Source: an optimization exercise on an open RTL-to-GDS flow (aim: small area). Production flows keep margins and buffers that such runs may drop. Only simulation tests tie the RTL to the original design; equivalence was not proved. Power and IR drop assume default switching activity.

==> design.v <==
module rld_block (
    input  wire        clk,
    input  wire        rst,
    input  wire        host_we,
    input  wire [4:0]  host_addr,
    input  wire [16:0] host_wdata,
    output reg  [16:0] host_rdata,
    output wire        busy,
    output reg         mem_req,
    output reg         mem_we,
    output wire [15:0] mem_addr,
    output wire [7:0]  mem_wdata,
    input  wire        mem_gnt,
    input  wire [7:0]  mem_rdata,
    output wire [7:0]  xlat_idx,
    input  wire [7:0]  xlat_data
);
    localparam [5:0]
        IDLE = 6'd0,
        S1   = 6'd1,  S4   = 6'd2,  S4B  = 6'd3,  S5   = 6'd4,  I2   = 6'd5,
        FH   = 6'd6,  CAP  = 6'd7,  ENDC = 6'd8,  F_DST = 6'd9,
        CCHK = 6'd11, CRD  = 6'd12, CDAT = 6'd13, DLUT = 6'd14,
        VRD  = 6'd17, VDAT = 6'd18,
        DCHK = 6'd19, DRD  = 6'd20, DDAT = 6'd21, INC  = 6'd22, OUTL = 6'd23,
        DEC  = 6'd24,
        LA   = 6'd25, LB1  = 6'd26, LB2  = 6'd27, LC   = 6'd28, LD   = 6'd29,
        Q1   = 6'd30, Q2   = 6'd31, Q3   = 6'd32, Q4   = 6'd33, Q5   = 6'd34,
        Q7   = 6'd35, Q8   = 6'd36, Q9   = 6'd37, Q10  = 6'd38, Q11  = 6'd39,
        Q14  = 6'd40,
        M1   = 6'd41, M2   = 6'd42, M3   = 6'd43, M4   = 6'd44, RS1  = 6'd45,
        RS2  = 6'd46, RD   = 6'd47, WR   = 6'd48, SI   = 6'd49, PD   = 6'd50,
        R1   = 6'd51, R2   = 6'd52, N1   = 6'd53, N2   = 6'd54, N3   = 6'd55,
        N4   = 6'd56,
        F_SRC = 6'd57, F_TM = 6'd58, F_CL = 6'd59, F_CDST = 6'd60;
    localparam [4:0] A_ZERO = 5'h00, A_SRC = 5'h06,
                     A_SEND = 5'h07, A_DST = 5'h08, A_DCAP = 5'h09,
                     A_COUNT = 5'h0A, A_WIDTH = 5'h0B, A_HEIGHT = 5'h0C,
                     A_TMSRC = 5'h0D, A_CLSRC = 5'h0E, A_CDST = 5'h0F,
                     A_VPW = 5'h10, A_VPH = 5'h11, A_DSTRIDE = 5'h12,
                     A_DROW = 5'h13, A_VPHHI = 5'h14, A_COUNT8 = 5'h15,
                     A_CNT = 5'h16, A_MEMRD = 5'h17, A_REM = 5'h1C;
    localparam [2:0] X_ZERO = 3'd0, X_P1 = 3'd1, X_P2 = 3'd2, X_ONES = 3'd3,
                     X_SRC = 3'd4;
    reg [16:0] src_r, send_r, dst_r, dcap_r, tmsrc_r, clsrc_r, cdst_r;
    reg [15:0] count_r;
    reg [7:0]  width_r, height_r, vpw_r, vph_r, dstride_r, drow_r;
    reg [1:0]  ctrl_r;
    reg [7:0]  data_r;
    reg [7:0]  dict_r [0:3];
    reg [5:0]  rem_r;
    reg        mode_r;
    reg [7:0]  latch_r;
    reg        inited_r;
    reg [2:0]  errcode_r;    
    reg [16:0] p2_r;         
    wire       err = |errcode_r;
    reg [5:0]  state;
    reg [16:0] p1_r;         
    reg [15:0] cnt_r;        
    assign busy = (state != IDLE);
    wire [2:0] cmd3     = errcode_r;
    wire       is_next  = (cmd3 == 3'd2);
    wire       is_skip8 = (cmd3 == 3'd3);
    wire       is_fill  = (cmd3 == 3'd5) || (cmd3 == 3'd6);
    wire       is_init  = (cmd3 == 3'd1);
    wire       is_proj  = (cmd3 == 3'd7) || (cmd3 == 3'd0);
    wire       plane    = (cmd3 == 3'd0);    
    reg [2:0] xsel;
    reg [4:0] ysel;
    reg       yinv, cin;
    always @(*) begin
        xsel = X_ZERO; ysel = A_ZERO; yinv = 1'b0; cin = 1'b0;
        case (state)
            S1:   begin ysel = is_skip8 ? A_COUNT8 : is_next ? A_ZERO : A_COUNT; cin = is_next; end
            S4:   begin xsel = X_P1; end
            S4B, F_DST: begin ysel = A_DST; end
            F_SRC:  begin ysel = A_SRC; end
            F_TM:   begin ysel = A_TMSRC; end
            F_CL:   begin ysel = A_CLSRC; end
            F_CDST: begin ysel = A_CDST; end
            S5:   begin ysel = A_SEND; end
            I2:   begin xsel = X_ONES; end
            FH:   begin ysel = A_HEIGHT; end
            CAP:  begin xsel = X_P1; ysel = A_DCAP; yinv = 1'b1; end
            ENDC: begin xsel = X_P1; ysel = A_DST; end
            CCHK, CDAT, DCHK: begin xsel = X_P2; ysel = A_SRC; yinv = 1'b1; end
            CRD, VRD, DRD, INC: begin xsel = X_SRC; cin = 1'b1; end
            DLUT: begin ysel = {3'b110, mode_r, rem_r[5]}; end
            VDAT: begin ysel = A_MEMRD; end
            DDAT, OUTL, WR: begin xsel = X_P1; cin = 1'b1; end
            RD:   begin xsel = X_P2; cin = 1'b1; end
            SI:   begin xsel = X_P2; yinv = 1'b1; end
            DEC, LA, LC, PD: begin xsel = X_ONES; ysel = A_CNT; end
            LB1:  begin xsel = X_P1; ysel = is_proj ? A_DSTRIDE : A_WIDTH; end
            LB2:  begin xsel = X_P2; ysel = A_WIDTH; end
            LD:   begin xsel = X_P1; ysel = A_DSTRIDE; end
            Q1:   begin ysel = A_VPH; end
            Q2:   begin xsel = X_P1; ysel = A_HEIGHT; yinv = 1'b1; end
            Q3, Q7: begin ysel = A_VPW; end
            Q4:   begin xsel = X_P1; ysel = A_WIDTH; yinv = 1'b1; end
            Q5:   begin xsel = X_P1; ysel = A_DSTRIDE; yinv = 1'b1; end
            Q8:   begin xsel = X_ONES; ysel = A_VPH; end
            M3:   begin xsel = X_ONES; ysel = A_VPHHI; end
            Q9:   begin ysel = A_DROW; end
            Q10:  begin xsel = X_P2; ysel = A_TMSRC; end
            Q11:  begin xsel = X_P2; ysel = A_CLSRC; end
            Q14:  begin xsel = X_P1; ysel = A_CDST; end
            M1:   begin xsel = X_P2; ysel = A_TMSRC; end
            M2:   begin xsel = X_P1; ysel = A_DST; end
            M4:   begin xsel = X_ONES; ysel = A_VPW; end
            RS1:  begin xsel = X_P2; ysel = A_VPW; yinv = 1'b1; cin = 1'b1; end
            RS2:  begin xsel = X_P1; ysel = A_VPW; yinv = 1'b1; cin = 1'b1; end
            R1:   begin xsel = X_P2; ysel = A_WIDTH; yinv = ~plane; cin = ~plane; end
            R2:   begin xsel = X_P1; ysel = A_DSTRIDE; yinv = ~plane; cin = ~plane; end
            N1:   begin xsel = X_P2; ysel = A_TMSRC; yinv = 1'b1; cin = 1'b1; end
            N2:   begin xsel = X_P2; ysel = A_CLSRC; end
            N3:   begin xsel = X_P1; ysel = A_DST; yinv = 1'b1; cin = 1'b1; end
            N4:   begin xsel = X_P1; ysel = A_CDST; end
            default: ;
        endcase
    end
    wire [4:0] rsel = busy ? ysel : host_addr;
    always @(*) begin
        case (rsel)
            5'h01: host_rdata = {13'd0, mode_r, inited_r, err, 1'b0};
            5'h02: host_rdata = {14'd0, errcode_r};
            5'h03: host_rdata = p2_r;
            5'h04: host_rdata = {15'd0, ctrl_r};
            5'h05: host_rdata = {9'd0, data_r};
            5'h06: host_rdata = src_r;
            5'h07: host_rdata = send_r;
            5'h08: host_rdata = dst_r;
            5'h09: host_rdata = dcap_r;
            5'h0A: host_rdata = {1'b0, count_r};
            5'h0B: host_rdata = {9'd0, width_r};
            5'h0C: host_rdata = {9'd0, height_r};
            5'h0D: host_rdata = tmsrc_r;
            5'h0E: host_rdata = clsrc_r;
            5'h0F: host_rdata = cdst_r;
            5'h10: host_rdata = {9'd0, vpw_r};
            5'h11: host_rdata = {9'd0, vph_r};
            5'h12: host_rdata = {9'd0, dstride_r};
            5'h13: host_rdata = {9'd0, drow_r};
            5'h15: host_rdata = busy ? {9'd0, count_r[7:0]} : 17'd0;
            5'h14: host_rdata = busy ? {1'b0, vph_r, 8'd0} : 17'd0;
            5'h16: host_rdata = busy ? {1'b0, cnt_r} : 17'd0;
            5'h17: host_rdata = busy ? {9'd0, mem_rdata} : 17'd0;
            5'h18: host_rdata = {9'd0, dict_r[0]};
            5'h19: host_rdata = {9'd0, dict_r[1]};
            5'h1A: host_rdata = {9'd0, dict_r[2]};
            5'h1B: host_rdata = {9'd0, dict_r[3]};
            5'h1C: host_rdata = {11'd0, rem_r};
            5'h1D: host_rdata = {9'd0, latch_r};
            default: host_rdata = 17'd0;
        endcase
    end
    reg  [16:0] xv;
    always @(*) begin
        case (xsel)
            X_P1:   xv = p1_r;
            X_P2:   xv = p2_r;
            X_ONES: xv = {17{1'b1}};
            X_SRC:  xv = src_r;
            default: xv = 17'd0;
        endcase
    end
    wire [16:0] yv    = host_rdata ^ {17{yinv}};
    reg  [16:0] bk_p, bk_g;
    integer bi, bj;
    always @(*) begin
        bk_p = xv ^ yv;
        bk_g = xv & yv;
        bk_g[0] = bk_g[0] | (bk_p[0] & cin);
        for (bi = 1; bi <= 5; bi = bi + 1)
            for (bj = 2**bi - 1; bj < 17; bj = bj + 2**bi) begin
                bk_g[bj] = bk_g[bj] | (bk_p[bj] & bk_g[bj - 2**(bi-1)]);
                bk_p[bj] = bk_p[bj] & bk_p[bj - 2**(bi-1)];
            end
        for (bi = 5; bi > 0; bi = bi - 1)
            for (bj = 2**bi + 2**(bi-1) - 1; bj < 17; bj = bj + 2**bi) begin
                bk_g[bj] = bk_g[bj] | (bk_p[bj] & bk_g[bj - 2**(bi-1)]);
                bk_p[bj] = bk_p[bj] & bk_p[bj - 2**(bi-1)];
            end
    end
    wire [17:0] sum = {bk_g[16], (xv ^ yv) ^ {bk_g[15:0], cin}};
    wire [16:0] s     = sum[16:0];
    wire        carry = sum[17];
    wire        big   = carry | (s[16] & (|s[15:0]));      
    wire        src_ok = carry & ~src_r[16];                 
    assign mem_addr  = xv[15:0];
    assign xlat_idx  = mem_rdata;
    assign mem_wdata = (state == OUTL) ? latch_r :
                       (plane && ctrl_r[1] && state == WR) ? xlat_data : mem_rdata;
    always @(*) begin
        mem_req = 1'b0;
        mem_we  = 1'b0;
        case (state)
            CRD, VRD, DRD, RD: mem_req = 1'b1;
            DDAT, OUTL: begin mem_req = is_fill; mem_we = 1'b1; end
            WR: begin mem_req = 1'b1; mem_we = 1'b1; end
            default: ;
        endcase
    end
    wire [7:0] cmd_in = host_wdata[7:0];
    wire [5:0] rem_dec = rem_r - 6'd1;
    wire       win_empty = (vpw_r == 8'd0) || (vph_r == 8'd0);
    wire [16:0] wd  = host_wdata & {17{~rst}};
    wire        hw  = host_we | rst;
    always @(posedge clk) begin
        if (hw && (rst || host_addr == 5'h04)) ctrl_r    <= wd[1:0];
        if (hw && (rst || host_addr == 5'h07)) send_r    <= wd;
        if (hw && (rst || host_addr == 5'h08)) dst_r     <= wd;
        if (hw && (rst || host_addr == 5'h09)) dcap_r    <= wd;
        if (hw && (rst || host_addr == 5'h0A)) count_r   <= wd[15:0];
        if (hw && (rst || host_addr == 5'h0B)) width_r   <= wd[7:0];
        if (hw && (rst || host_addr == 5'h0C)) height_r  <= wd[7:0];
        if (hw && (rst || host_addr == 5'h0D)) tmsrc_r   <= wd;
        if (hw && (rst || host_addr == 5'h0E)) clsrc_r   <= wd;
        if (hw && (rst || host_addr == 5'h0F)) cdst_r    <= wd;
        if (hw && (rst || host_addr == 5'h10)) vpw_r     <= wd[7:0];
        if (hw && (rst || host_addr == 5'h11)) vph_r     <= wd[7:0];
        if (hw && (rst || host_addr == 5'h12)) dstride_r <= wd[7:0];
        if (hw && (rst || host_addr == 5'h13)) drow_r    <= {wd[7:1], wd[0] | rst};
    end
    always @(posedge clk) begin
        if (state == DDAT && is_init)
            dict_r[{~(cnt_r[1] ^ cnt_r[0]), cnt_r[0]}] <= mem_rdata;
        if ((state == DDAT || state == OUTL) && is_next)
            data_r <= mem_wdata;
        if (state == DLUT || state == VDAT)
            latch_r <= host_rdata[7:0];
    end
    always @(posedge clk) begin
        case (state)
            IDLE: if (host_we && host_addr == 5'h00) begin
                p1_r  <= s;      
            end
            S1, S4B, LB1, LD, Q1, Q3, M2, RS2, R2, N3, N4: p1_r <= s;
            DDAT, OUTL, WR: if (mem_gnt) p1_r <= s;
            default: ;
        endcase
        case (state)
            I2, S4, FH, Q8, Q9, DEC, LA, LC, PD, M3: cnt_r <= s[15:0];
            M4: cnt_r[7:0] <= s[7:0];
            default: ;
        endcase
    end
    always @(posedge clk) begin
        if (rst) begin
            src_r     <= 17'd0;
            rem_r     <= 6'd0;
            mode_r    <= 1'b0;
            inited_r  <= 1'b0;
            errcode_r <= 3'd0;
            p2_r      <= 17'd0;
            state     <= IDLE;
        end else begin
            if (host_we && host_addr == 5'h06)
                src_r <= host_wdata;
            case (state)
            IDLE: begin
                if (host_we && host_addr == 5'h00) begin
                    if (cmd_in == 8'h0F) begin
                        errcode_r <= 3'd0;
                        p2_r      <= 17'd0;
                        inited_r  <= 1'b0;
                        rem_r     <= 6'd0;
                        mode_r    <= 1'b0;
                    end else if (err) begin
                    end else if (cmd_in > 8'h07) begin
                        errcode_r <= 3'd7;
                    end else if (cmd_in == 8'h01) begin
                        inited_r  <= 1'b0;
                        errcode_r <= 3'd1;
                        state     <= I2;
                    end else if (cmd_in == 8'h07) begin
                        errcode_r <= 3'd7;
                        state     <= Q1;
                    end else if (cmd_in != 8'h00) begin
                        errcode_r <= inited_r ? cmd_in[2:0] : 3'd5;
                        if (!inited_r)
                            ;
                        else if (cmd_in == 8'h06)
                            state <= FH;
                        else
                            state <= state + 6'd1;
                    end
                end
            end
            S1: state <= is_fill ? CAP : S4;
            CAP: state <= carry ? F_DST : ENDC;                  
            ENDC: begin                                          
                state <= big ? F_DST : is_proj ? Q14 : S4;
            end
            F_DST, F_CDST: begin errcode_r <= 3'd2; p2_r <= s; state <= IDLE; end
            F_SRC:         begin errcode_r <= 3'd1; p2_r <= s; state <= IDLE; end
            F_TM, F_CL:    begin errcode_r <= 3'd6; p2_r <= s; state <= IDLE; end
            S4: state <= S4B;
            S4B: state <= state + 6'd1;
            I2: state <= S5;
            S5: begin
                p2_r  <= s;
                state <= DEC;
            end
            FH: state <= LA;
            CCHK, DCHK: state <= src_ok ? state + 6'd1 : F_SRC;
            CRD, VRD: if (mem_gnt) begin
                src_r <= s;
                state <= state + 6'd1;
            end
            DRD: if (mem_gnt) begin
                if (!is_fill) src_r <= s;
                state <= state + 6'd1;
            end
            CDAT: begin
                if (mem_rdata[7]) begin
                    rem_r  <= mem_rdata[5:0];
                    mode_r <= mem_rdata[6];      
                    state  <= DLUT;
                end else if (mem_rdata[6]) begin
                    if (src_ok) rem_r <= mem_rdata[5:0];
                    state <= src_ok ? VRD : F_SRC;
                end else begin
                    rem_r  <= mem_rdata[5:0];
                    mode_r <= 1'b0;
                    state  <= src_ok ? DRD : F_SRC;
                end
            end
            DLUT: begin rem_r <= {1'b0, rem_dec[4:0]}; mode_r <= 1'b1; state <= OUTL; end
            VDAT: begin mode_r <= 1'b1; state <= OUTL; end
            DDAT: begin
                if (!is_fill) state <= DEC;
                else if (mem_gnt) state <= state + 6'd1;
                else state <= DRD;
            end
            INC:  begin src_r <= s; state <= DEC; end
            OUTL: if (!is_fill || mem_gnt) state <= state + 6'd1;
            DEC: begin
                if (!carry || (is_init && !cnt_r[2])) begin
                    if (is_init) begin
                        rem_r    <= 6'd0;
                        mode_r   <= 1'b0;
                        inited_r <= 1'b1;
                    end
                    p2_r      <= 17'd0;
                    errcode_r <= 3'd0;
                    state     <= IDLE;
                end else if (is_init) begin
                    state <= DCHK;
                end else if (rem_r != 6'd0) begin
                    rem_r <= rem_dec;
                    state <= mode_r ? OUTL : DCHK;
                end else begin
                    state <= CCHK;
                end
            end
            LA:  state <= carry ? LB1 : (is_proj ? Q9 : CAP);
            LB1: state <= is_proj ? LB2 : LA;
            LB2: begin p2_r <= s; state <= LA; end
            LC:  state <= carry ? LD : Q10;
            LD:  state <= LC;
            Q1: state <= state + 6'd1;
            Q2: if (carry) begin errcode_r <= 3'd6; state <= IDLE; end else state <= state + 6'd1;
            Q3: state <= state + 6'd1;
            Q4: if (carry) begin errcode_r <= 3'd6; state <= IDLE; end else state <= state + 6'd1;
            Q5: begin
                if (carry) begin errcode_r <= 3'd6; state <= IDLE; end
                else if (win_empty) begin errcode_r <= 3'd0; state <= IDLE; end
                else state <= state + 6'd1;
            end
            Q7: begin p2_r <= s; state <= state + 6'd1; end
            Q8: state <= LA;
            Q9: state <= LC;
            Q10, Q11: begin
                if (big && (state == Q10 || ctrl_r[0])) begin
                    state <= (state == Q10) ? F_TM : F_CL;
                end else begin
                    state <= (state == Q10) ? Q11 : CAP;
                end
            end
            Q14: begin
                if (big && ctrl_r[0]) begin
                    state <= F_CDST;
                end else begin
                    state <= state + 6'd1;
                end
            end
            M1: begin p2_r <= s; state <= state + 6'd1; end
            M2: state <= state + 6'd1;
            M3: state <= state + 6'd1;
            M4: state <= state + 6'd1;
            RS1: begin p2_r <= s; state <= state + 6'd1; end
            RS2: state <= state + 6'd1;
            RD: if (mem_gnt) begin p2_r <= s; state <= WR; end
            WR: state <= mem_gnt ? PD : SI;
            SI: begin p2_r <= s; state <= RD; end
            PD: begin
                if (!carry) begin
                    if (!plane && ctrl_r[0]) begin
                        errcode_r <= 3'd0;           
                        state     <= N1;
                    end else begin
                        p2_r      <= 17'd0;
                        errcode_r <= 3'd0;
                        state     <= IDLE;
                    end
                end else begin
                    state <= (cnt_r[7:0] == 8'd0) ? R1 : RD;
                end
            end
            R1: begin p2_r <= s; state <= state + 6'd1; end
            R2: state <= M4;
            N1: begin p2_r <= s; state <= state + 6'd1; end
            N2: begin p2_r <= s; state <= state + 6'd1; end
            N3: state <= state + 6'd1;
            N4: state <= M3;
            default: state <= IDLE;
            endcase
        end
    end
endmodule
==> flow/run.sh <==
#!/bin/bash
# Standard layout with extra ORFS settings: synthesis buffers are removed at
# floorplan (timing repair re-adds what is needed), ports are buffered with
# the smallest buffer cell, and clock tree synthesis adds no dummy loads.
set -euo pipefail
bash standard.sh REMOVE_ABC_BUFFERS=1 \
  "BUFFER_PORTS_ARGS=-buffer_cell sky130_fd_sc_hd__buf_1" \
  "CTS_ARGS=-sink_clustering_enable -repair_clock_nets -sink_clustering_size 15 -sink_clustering_max_diameter 60 -buf_list sky130_fd_sc_hd__clkbuf_8 -dont_use_dummy_load" \
  finish > standard_flow.log 2>&1
==> standard.sh <==
#!/bin/bash
# synth_recipe.tcl (not shown) runs the flow's synth.tcl, then flattens the netlist and writes it again
# the make line also repeats each setting of config.mk as NAME=value (left out here)
make -C /OpenROAD-flow-scripts/flow DESIGN_CONFIG=/design/flow/config.mk WORK_HOME=/design/flow/orfs CLKGATE_MAP_FILE= SYNTH_SCRIPT=/design/flow/synth_recipe.tcl "${@:-finish}"
==> config.mk <==
export PLATFORM = sky130hd
export DESIGN_NAME = rld_block
export DESIGN_NICKNAME = rld_block
export VERILOG_FILES = /design/flow/design.v
export SDC_FILE = /design/flow/constraint.sdc
export NUM_CORES = 4
export LEC_CHECK = 0
export CAP_MARGIN = 20
export CORE_MARGIN = 2
export CORE_UTILIZATION = 62
export GPL_TIMING_DRIVEN = 0
export SLEW_MARGIN = 20
==> constraint.sdc <==
create_clock -name core_clock -period 11.0 [get_ports {clk}]
set_input_delay 2.2000 -clock core_clock [delete_from_list [all_inputs] [get_ports {clk}]]
set_output_delay 2.2000 -clock core_clock [all_outputs]
set_load 0.01 [all_outputs]
==> summary.md, run 1 <==
| Metric | Value |
|---|---|
| Longest Clk Path Bufs | `3` |
| Seq/Total Area, Yosys | `52.0%` |
| Commonest non-fill, non-tap cells in the layout | `edfxtp_1 (249), nor2_1 (145), nand2_1 (128)` |
| Complex-gate fraction of the synthesized area | `19.2%` |
| Initial antenna violation count | `1` |
| Worst Hold Class | `reg -> reg` |
| Residual DRC | `0` |
| CTS tree | `built` |
| Final Slew Violations | `0` |
| Via/cell ratio | `7.61` |
| Placed cells | `1899` |
| Mux cell area share after synthesis | `2.63%` |
| Post-Route WL | `62100 um` |
| Count of cell types in the netlist | `89` |
| Root buffer cell | `clkbuf_8` |
| CTS HTree Levels | `1` |
| Critical path origin | `state[3]` |
| Hold path start | `state[1]` |
| Die area | `27700 um2` |
| Gpl congestion | `0.998` |
| Row count | `59` |
| Vias in the first global route | `13500` |
| Starting Density | `62.9%` |
| Combinational family with the most area after synthesis | `compound AO/OA/AOI/OAI gates` |
| Placed Area | `17100 um2` |
| Mapped Avg Cell Area | `10.4 um2` |
| Critical Path AT | `11.00 ns` |
| Layout cell share with drive strength beyond 1 | `8.54%` |
| Setup ws final | `0.382 ns` |
| Crit path buffers/inverters | `1` |
| Fraction of the mapped netlist area in simple logic gates | `17.9%` |
| P_leak | `6.26 nW` |
| Worst slack, placed | `-1.04 ns` |
| Least-Margin Pin Slew | `1.19 ns` |
| Final Critical Period | `10.62 ns` |
| Status | `no timing/DRC/antenna violations` |
| Hold Vio Cnt, Final | `0` |
| Fill cells | `2038` |
| Non-filler instance count after layout | `1942` |
| Asr flop ratio synth | `0%` |
| DRT iter0 DRCs | `3031` |
| # setup viols final | `0` |
| Detail Placement HPWL | `44500 um` |
| R2r startpoint | `state[3]` |
| Synthesis warning total | `1` |
| WL/cell | `32.0 um` |
| Total number of vias | `14800` |
| Die height | `166 um` |
| Area Growth Syn to Fin | `8.03%` |
| Final Skew | `0.126 ns` |
| Final period util | `96.5%` |
| Maximum capacitance violations | `0` |
| Total grt overflow | `0` |
| Clock slew at reported path FFs | `0.06 ns` |
| Crit-path max FO | `30` |
| CP Capture Type | `flop` |
| TritonRoute pass-1 iters | `9` |
| CP peak stage delay | `0.73 ns` |
| Mapped cell area | `16300 um2` |
| Pwr dens | `210 nW/um2` |
| Boundary Pins | `94` |
| Top cell by count, worst path | `a21o_1` |
| First-pass GRT wire length | `88800 um` |
| CP Class | `reg -> reg` |
| Crit start category | `flop` |
| Worst vdd ir | `0.184 mV` |
| Hold_buf cts | `0` |
| GRT Overall Usage | `43.3%` |
| Core area | `26000 um2` |
| Slew headroom | `19.7%` |
| #FFs+latches synth | `300` |
| Routed Antenna Nets | `0` |
| Adder-cell area share of the yosys netlist | `2.68%` |
| Port Buffers | `93` |
| RSZ-0062 raised after global routing | `no` |
| Cts bufs inserted | `27` |
| Max Clk Rate | `0.0942 GHz` |
| Clk latency of the worst-skew pair | `0.64 ns` |
| Synth Area in XOR/XNOR | `1.82%` |
| Worst hold margin | `0.521 ns` |
| Post-synth top flop | `edfxtp_1` |
| Slowest stage cell, crit path | `dfxtp_2` |
| TritonCTS Sinks | `300` |
| Number of synthesized flops with an enable pin | `249` |
| Flop-to-flop setup slack | `0.38 ns` |
| Commonest non-fill, non-tap cell in the layout | `edfxtp_1` |
| Fin nets | `1678` |
| Die Span X | `166 um` |
| Mapped Cells | `1567` |
| Largest delay contributor family on the critical path | `compound AO/OA/AOI/OAI gates` |
| WP data required | `11.39 ns` |
| Largest net degree at the start of global routing | `41` |
| Finished layout cell area | `17600 um2` |
| Tot Pwr | `0.00370 W` |
[cell usage after synthesis (10+ instances only)]
| cell | n | area [um2] |
|---|---|---|
| a2111oi_0 | 10 | 87.6 |
| a211oi_1 | 18 | 135 |
| a21o_1 | 16 | 120 |
| a21oi_1 | 101 | 505 |
| a221oi_1 | 11 | 96.3 |
| a222oi_1 | 20 | 200 |
| a22o_1 | 16 | 140 |
| a22oi_1 | 64 | 480 |
| a31oi_1 | 10 | 62.6 |
| a32oi_1 | 17 | 149 |
| and2_1 | 17 | 106 |
| and3_1 | 19 | 119 |
| buf_2 | 22 | 110 |
| buf_4 | 11 | 82.6 |
| clkbuf_1 | 70 | 263 |
| dfxtp_1 | 51 | 1020 |
| edfxtp_1 | 249 | 7480 |
| fa_1 | 10 | 200 |
| ha_1 | 19 | 238 |
| inv_1 | 25 | 93.8 |
| mux2i_1 | 34 | 340 |
| nand2_1 | 128 | 480 |
| nand2b_1 | 14 | 87.6 |
| nand3_1 | 62 | 310 |
| nand3b_1 | 17 | 128 |
| nand4_1 | 20 | 125 |
| nor2_1 | 150 | 563 |
| nor2b_1 | 38 | 238 |
| nor3_1 | 32 | 160 |
| nor3b_1 | 13 | 97.6 |
| nor4_1 | 17 | 106 |
| o211ai_1 | 11 | 82.6 |
| o21ai_0 | 71 | 355 |
| o22ai_1 | 12 | 75.1 |
| xnor2_1 | 13 | 114 |
| xor2_1 | 21 | 184 |
[path summary, 6_finish.rpt]
| kind | end | cells after the start |
|---|---|---|
| max | state[1] | 32 |
| min | state[1] | 2 |
| max reg2reg | state[1] | 32 |
| min reg2reg | state[1] | 2 |
[where the power goes]
group	switching [W]	internal, W	leakage [nW]
clock network	0.000354	0.000218	0.194
registers	0.0000516	0.00138	2.77
logic	0.00119	0.000502	3.29
[what timing repair did]
| item | 4_1_cts | 5_1_grt |
|---|---|---|
| resized for setup | 8 | 13 |
| buffers inserted | 0 | 14 |
| pin swaps | 1 | 3 |
| cloned | 0 | 0 |
| endpoints found under the setup margin | 32 | 30 |
[registers in the layout, summed over array words and instances (netlist names), 17 cells and up]
| register | count |
|---|---|
| dst_r | 17 |
| send_r | 17 |
| tmsrc_r | 17 |
| cdst_r | 17 |
| dcap_r | 17 |
| p1_r | 17 |
| dict_r | 32 |
| src_r | 17 |
| clsrc_r | 17 |
| p2_r | 17 |
[area by class of cell]
type | instances | area, um2 | share of cell area (%)
Timing Repair Buffer | 124 | 747 | 4.23
Inverter | 28 | 110 | 0.624
Sequential cell | 300 | 8510 | 48.2
Antenna cell | 2 | 5.00 | 0.0284
Clock buffer | 27 | 372 | 2.11
Tap cell | 335 | 419 | 2.38
Multi-Input combinational cell | 1126 | 7490 | 42.4
[tightest hold or removal path, cell delays in order (launching register included)]
cell and delay [ns]:
dfxtp_1 0.35, nand2_1 0.07, a21oi_1 0.05
[per-stage QoR]
stage | setup TNS [ns] | utilization, %
floorplan | 0 | -
global placement | -105.37 | 63.9
detailed placement | -20.76 | 65.6
CTS | 0 | 67.2
global route | 0 | 67.9
finish | 0 | 67.9
[cells by family (layout without fill, tap and decap cells)]
family                   Yosys count  count (layout)
AO/OA/AOI/OAI                    448             448
XOR/XNOR                          34              34
adder cells (fa/ha/maj)           29              29
buffers and inverters            141             179
flip-flops                       300             300
multiplexers                      41              41
other                              0               2
AND/OR/NAND/NOR                  574             574
[metal layers]
layer | global-route usage, % | part of all wire (%) | up-vias
met5 | 0 | 0 | -
met4 | 22.4 | 6.6 | 0
met3 | 10.2 | 14 | 268
met2 | 67.1 | 44 | 1344
met1 | 57.2 | 35 | 7075
li1 | - | - | 6101
==> run 2: changes to the inputs <==
--- a/config.mk
+++ b/config.mk
@@ -9,3 +9,3 @@
 export CORE_MARGIN = 2
-export CORE_UTILIZATION = 62
+export CORE_UTILIZATION = 66
 export GPL_TIMING_DRIVEN = 0
==> summary.md, run 2 <==
| Metric | Value |
|---|---|
| Flop-to-flop setup slack | `0.31 ns` |
| Worst Reg2Reg Path Length in Cells | `32` |
| Starting Density | `67.2%` |
| Met3 Track Usage GR | `12.6%` |
| Pwr dens | `212 nW/um2` |
| Hold path start | `state[1]` |
| R2r startpoint | `state[0]` |
| Max Clk Rate | `0.0936 GHz` |
| Area Growth Syn to Fin | `7.48%` |
| Initial antenna violation count | `2` |
| Total grt overflow | `0` |
| Gpl congestion | `1.02` |
| Crit-path max FO | `31` |
| Count of cell types in the netlist | `89` |
| Area contributors post-synth | `edfxtp_1 (46%), dfxtp_1 (6.3%), nor2_1 (3.4%)` |
| GR peak layer | `met2` |
| CTS tree | `built` |
| Least-Margin Pin Slew | `1.30 ns` |
| Seq/Total Area, Yosys | `52.0%` |
| Top-count cell post-synth | `edfxtp_1` |
| Cts bufs inserted | `27` |
| Via/cell ratio | `7.80` |
| Row count | `57` |
| Longest Clk Path Bufs | `3` |
| Asr flop ratio synth | `0%` |
| Yosys top cell area share | `45.8%` |
| CP Capture Type | `flop` |
| Top cells by count, synth | `edfxtp_1 (249), nor2_1 (150), nand2_1 (128)` |
| Detail Placement HPWL | `45000 um` |
| Met1 usage | `62.9%` |
| Status | `no timing/DRC/antenna violations` |
| Mapped cell area | `16300 um2` |
| Final Skew | `0.0594 ns` |
| Internal power | `0.00209 W` |
| Boundary Pins | `94` |
| CP Class | `reg -> reg` |
| Post-synth top flop | `edfxtp_1` |
| Slew headroom | `12.9%` |
| Layout cell share with drive strength beyond 1 | `8.04%` |
| GRT Overall Usage | `48.2%` |
| WP data required | `11.53 ns` |
| TritonCTS Sinks | `300` |
| RSZ-0062 raised after global routing | `no` |
| #FFs+latches synth | `300` |
| Met2 Track Usage GR | `72.1%` |
| Die Span X | `161 um` |
| Routed Antenna Nets | `0` |
| Final period util | `97.2%` |
| Die area | `26000 um2` |
| Number of synthesized flops with an enable pin | `249` |
| Slowest stage cell, crit path | `nor3_1` |
| R2r endpoint | `rem_r[3]` |
| Hold_buf cts | `0` |
| Worst vdd ir | `0.188 mV` |
| First-pass GRT wire length | `92200 um` |
| Flop pwr share | `38.6%` |
| Residual DRC | `0` |
| Comb pwr share | `45.9%` |
| Core area | `24300 um2` |
| Core Util, Final | `72.2%` |
| Top cell by count, worst path | `a21o_1` |
| Commonest non-fill, non-tap cell in the layout | `edfxtp_1` |
| Critical Path AT | `11.21 ns` |
| # setup viols final | `0` |
| Synthesis warning total | `1` |
| CP peak stage delay | `1.03 ns` |
| Final Slew Violations | `0` |
| TritonRoute pass-1 iters | `9` |
| Yosys top cell by area | `edfxtp_1` |
| WL/cell | `32.9 um` |
| Vias in the first global route | `14300` |
| Clock network power share | `15.5%` |
| Placed Area | `17000 um2` |
| Net Sw Frac | `43.9%` |
| Largest net degree at the start of global routing | `47` |
| Post-Route WL | `63500 um` |
| Port Buffers | `93` |
| DRT iter0 DRCs | `3415` |
| Number of flip-flops in the largest register | `32` |
| Sw power | `0.00163 W` |
| Hold endpoint | `state[1]` |
| Commonest non-fill, non-tap cells in the layout | `edfxtp_1 (249), nor2_1 (146), nand2_1 (128)` |
| Total number of vias | `15100` |
| P_leak | `6.25 nW` |
| Crit start category | `flop` |
| Hold Vio Cnt, Final | `0` |
| Fin nets | `1677` |
| Worst Hold Class | `reg -> reg` |
| Hold Path Depth | `2` |
| Root buffer cell | `clkbuf_8` |
| CTS HTree Levels | `1` |
| Die height | `161 um` |
| Final Critical Period | `10.69 ns` |
| Clk latency of the worst-skew pair | `0.60 ns` |
| Mapped Cells | `1567` |
| TNS Setup | `0 ns` |
| Finished layout cell area | `17600 um2` |
| Fill cells | `1709` |
| Maximum capacitance violations | `0` |
| Clock slew at reported path FFs | `0.09 ns` |
| Mapped Avg Cell Area | `10.4 um2` |
run 2: cell counts after synthesis:
Identical to the previous run, type by type.
run 2: timing repair:
item,in CTS,in global routing
pin swaps,2,1
setup buffers,9,4
resized for setup,15,6
endpoints found under the setup margin,34,23
gates cloned,0,0
run 2: power groups by stage:
| stage | registers [W] | clock network [W] | logic, W |
|---|---|---|---|
| after global placement | 0.00146 | 0 | 0.00145 |
| final | 0.00144 | 0.000576 | 0.00171 |
| after global routing | 0.00144 | 0.000600 | 0.00173 |
| after CTS | 0.00143 | 0.000567 | 0.00160 |
| after detailed placement | 0.00146 | 0 | 0.00154 |
| after floorplan | 0.00144 | 0 | 0.000892 |
run 2: per-stage QoR:
step / power, W / std cells / hold slack, ns / setup WS [ns]
detailed placement: 0.00300 / 1888 / 0.522 / -1.37
finish: 0.00372 / 1929 / 0.528 / 0.311
CTS: 0.00360 / 1924 / 0.533 / 0.0832
floorplan: 0.00233 / 1454 / 0.453 / 1.13
global placement: 0.00290 / 1871 / 0.501 / -3.19
global route: 0.00377 / 1929 / 0.558 / 0.102
run 2: per-layer routing:
layer | vias up | share of wire [%]
met4 | 2 | 8.6
met5 | - | 0.020
met2 | 1563 | 43
met1 | 7035 | 34
li1 | 6094 | -
met3 | 361 | 15
run 2: worst max path at each step:
stage                        start       end  slack (ns)
final                     state[0]  rem_r[3]        0.31
after detailed placement  state[0]  state[1]       -1.37
after CTS                 state[2]  state[1]        0.08
after floorplan           state[2]  p2_r[11]        1.13
after global placement    state[3]  p2_r[11]       -3.19
after global routing      state[0]   p2_r[0]        0.10
run 2: worst max-delay path: cells and delay by family, from the launching register on:
| family | cells | cell delay (ns) |
|---|---|---|
| buffers and inverters | 2 | 0.28 |
| flip-flops | 1 | 0.39 |
| adder cells (fa/ha/maj) | 3 | 1.35 |
| AO/OA/AOI/OAI | 19 | 4.75 |
| AND/OR/NAND/NOR | 7 | 3.49 |
| XOR/XNOR | 1 | 0.30 |
run 2: area by class of cell:
class / count / area [um2] / area share, %
Sequential cell: 300 / 8510 / 48.4
Multi-Input combinational cell: 1126 / 7460 / 42.5
Timing Repair Buffer: 123 / 709 / 4.04
Tap cell: 324 / 405 / 2.31
Clock buffer: 27 / 372 / 2.12
Inverter: 28 / 108 / 0.613
Antenna cell: 1 / 2.50 / 0.0143
run 2: cell families after synthesis:
| logic type | synth area share (%) |
|---|---|
| flops | 52.0 |
| buf+inv | 3.71 |
| xor+xnor | 1.82 |
| mux | 2.63 |
| compound gates | 19.2 |
| fa+ha+maj | 2.68 |
| simple gates | 17.9 |
==> run 3: changes to the inputs <==
--- a/flow/run.sh
+++ b/flow/run.sh
@@ -7,3 +7,3 @@
   "BUFFER_PORTS_ARGS=-buffer_cell sky130_fd_sc_hd__buf_1" \
-  "CTS_ARGS=-sink_clustering_enable -repair_clock_nets -sink_clustering_size 15 -sink_clustering_max_diameter 60 -buf_list sky130_fd_sc_hd__clkbuf_8 -dont_use_dummy_load" \
+  "CTS_ARGS=-sink_clustering_enable -repair_clock_nets -sink_clustering_size 18 -sink_clustering_max_diameter 60 -buf_list sky130_fd_sc_hd__clkbuf_8 -dont_use_dummy_load" \
   finish > standard_flow.log 2>&1
==> summary.md, run 3 <==
| Metric | Value |
|---|---|
| Area contributors post-synth | `edfxtp_1 (46%), dfxtp_1 (6.3%), nor2_1 (3.4%)` |
| CTS tree | `built` |
| Met2 WL post-DR | `27600 um` |
| Top cell by count, worst path | `a21o_1` |
| Routed Antenna Nets | `0` |
| CP peak stage delay | `1.03 ns` |
| WL/cell | `32.8 um` |
| Critical Path AT | `11.02 ns` |
| Pwr dens | `210 nW/um2` |
| Final Critical Period | `10.57 ns` |
| Worst vdd ir | `0.202 mV` |
| Flop pwr share | `39.0%` |
| Top-count cell post-synth | `edfxtp_1` |
| Mapped Avg Cell Area | `10.4 um2` |
| Yosys top cell by area | `edfxtp_1` |
| Top cells by count, synth | `edfxtp_1 (249), nor2_1 (150), nand2_1 (128)` |
| Multi-input logic area | `7450 um2` |
| Slowest stage cell, crit path | `nor3_1` |
| Clk latency of the worst-skew pair | `0.60 ns` |
| Crit start category | `flop` |
| Die Span X | `161 um` |
| Crit-path max FO | `34` |
| # setup viols final | `0` |
| Final Slew Violations | `0` |
| Detail Placement HPWL | `45000 um` |
| Row count | `57` |
| FF+latch area | `8510 um2` |
| Core area | `24300 um2` |
| Status | `no timing/DRC/antenna violations` |
| Mapped Cells | `1567` |
| Number of flip-flops in the largest register | `32` |
| Slew headroom | `16.9%` |
| Mapped cell area | `16300 um2` |
| Yosys top cell area share | `45.8%` |
| Die height | `161 um` |
| Fin nets | `1677` |
| CP Capture Type | `flop` |
| Commonest non-fill, non-tap cell in the layout | `edfxtp_1` |
| Total grt overflow | `0` |
| Fill cells | `1736` |
| Post-Route WL | `63400 um` |
| Gpl congestion | `1.02` |
| Largest net degree at the start of global routing | `47` |
| Clock slew at reported path FFs | `0.08 ns` |
| Number of synthesized flops with an enable pin | `249` |
| Worst Hold Class | `reg -> reg` |
| #FFs+latches synth | `300` |
| Maximum capacitance violations | `0` |
| CP Class | `reg -> reg` |
| Clock network power share | `14.7%` |
| Vias in the first global route | `14200` |
| Least-Margin Pin Slew | `1.24 ns` |
| Setup ws final | `0.430 ns` |
| RSZ-0062 raised after global routing | `no` |
| DRT iter0 DRCs | `3432` |
| Routed wl met3 | `9460 um` |
| Uppermost layer routed | `met4` |
| Final period util | `96.1%` |
| Initial antenna violation count | `1` |
| WP data required | `11.45 ns` |
| Boundary Pins | `94` |
| First-pass GRT wire length | `91700 um` |
| GRT Overall Usage | `47.9%` |
| Starting Density | `67.2%` |
| Tot Pwr | `0.00369 W` |
| TritonCTS Sinks | `300` |
| Worst hold margin | `0.532 ns` |
| Area Growth Syn to Fin | `7.36%` |
| Total number of vias | `15000` |
| Worst slack, placed | `-1.37 ns` |
| Sw power | `0.00162 W` |
| Layout cell share with drive strength beyond 1 | `7.98%` |
| CTS HTree Levels | `1` |
| Residual DRC | `0` |
| Max Clk Rate | `0.0946 GHz` |
| Commonest non-fill, non-tap cells in the layout | `edfxtp_1 (249), nor2_1 (146), nand2_1 (128)` |
| Placed cells | `1888` |
| Seq/Total Area, Yosys | `52.0%` |
| TritonRoute pass-1 iters | `7` |
| Synthesis warning total | `1` |
| Cts bufs inserted | `24` |
| Asr flop ratio synth | `0%` |
| Hold Vio Cnt, Final | `0` |
| Count of cell types in the netlist | `89` |
| Hold_buf cts | `0` |
| P_leak | `6.23 nW` |
| Met1 Routed Length | `21000 um` |
| Via/cell ratio | `7.76` |
| Longest Clk Path Bufs | `3` |
| Final Skew | `0.100 ns` |
| Root buffer cell | `clkbuf_8` |
| Die area | `26000 um2` |
| Non-filler instance count after layout | `1929` |
| Net Sw Frac | `43.9%` |
| Comb pwr share | `46.3%` |
| Port Buffers | `93` |
| Post-synth top flop | `edfxtp_1` |
| Internal power | `0.00207 W` |
-- run 3: final timing paths --
check,start,slack (ns),depth (start not counted),to
min,state[1],0.53,2,state[1]
min reg2reg,state[1],0.53,2,state[1]
max,state[0],0.43,35,p2_r[0]
max reg2reg,state[0],0.43,35,p2_r[0]
-- run 3: timing repair --
action,4_1_cts,5_1_grt
endpoints found under the setup margin,33,27
gates resized for setup,12,8
pin swaps,2,1
gates cloned,0,0
setup buffers,9,7
-- run 3: layout make-up --
cell class              instances  share of cell area [%]
well taps                     324                    2.31
diodes                          1                  0.0143
multi-input cells            1126                    42.5
clock buffers                  24                    1.88
inverters                      28                   0.628
repair buffers                126                    4.17
flip-flops and latches        300                    48.5
-- run 3: cell families (layout without fill, tap and decap cells) --
group | count (synthesis) | count (layout) | share of synthesized area (%)
adders and majority gates | 29 | 29 | 2.68
other | 0 | 1 | 0
AOI/OAI and AO/OA | 448 | 448 | 19.2
muxes | 41 | 41 | 2.63
xor gates and xnor gates | 34 | 34 | 1.82
buffers and inverters | 141 | 178 | 3.71
and+or+nand+nor | 574 | 574 | 17.9
DFF | 300 | 300 | 52.0
-- run 3: power groups by stage --
stage	clock network (W)	logic, W	registers (W)
detailed placement	0	0.00154	0.00146
CTS	0.000532	0.00161	0.00143
global placement	0	0.00145	0.00146
finish	0.000543	0.00171	0.00144
floorplan	0	0.000892	0.00144
global route	0.000566	0.00173	0.00144
-- run 3: routing by layer --
layer  up-vias  track usage, %
met4         0            30.8
met2      1465            72.6
met1      7078            61.3
li1       6108               -
met5         -               0
met3       327            13.2
-- run 3: worst max-delay path: cells and delay by family (launching register included) --
family / cells / cell delay (ns)
simple gates: 10 / 4.09
compound gates: 17 / 3.62
fa+ha+maj: 4 / 1.50
flops: 1 / 0.48
mux: 1 / 0.31
xor+xnor: 1 / 0.22
buf+inv: 2 / 0.19
-- run 3: through the flow --
step,utilization [%],TNS (ns),instance area [um2]
global placement,68.2,-95.66,16600
floorplan,-,0,15800
CTS,71.8,0,17500
global route,72.1,0,17500
finish,72.1,0,17500
detailed placement,69.9,-27.16,17000

[what the ideal ports hide]
In the flow no input, the clock included, has a driving cell. The finished layouts below were timed again as built, in two steps.
Step 1 assumes that a clkbuf_16 drives the clock port and a buf_2 every other input.
Step 2 also shifts input and output timing later by t, the mid clock arrival at the registers, as if the neighbouring blocks saw the same clock.
a / b / c = ideal / step 1 / step 2; a / b = the first two.
| run | t (ns) | slack for setup (ns) | worst setup path at the end | latest minus earliest clock arrival (ns) |
|---|---|---|---|---|
| run 1 | 0.619 | 0.382 / 0.382 / 0.186 | input to register | 0.125 / 0.126 |
| run 2 | 0.619 | 0.311 / 0.311 / 0.033 | input to register | 0.059 / 0.059 |
| run 3 | 0.599 | 0.430 / 0.430 / 0.225 | input to register | 0.100 / 0.100 |
After both steps setup and hold are still met in every run listed. The setup slack of run 2, which loses most, moves by 0.000 ns with the drivers and by -0.278 ns with both steps.
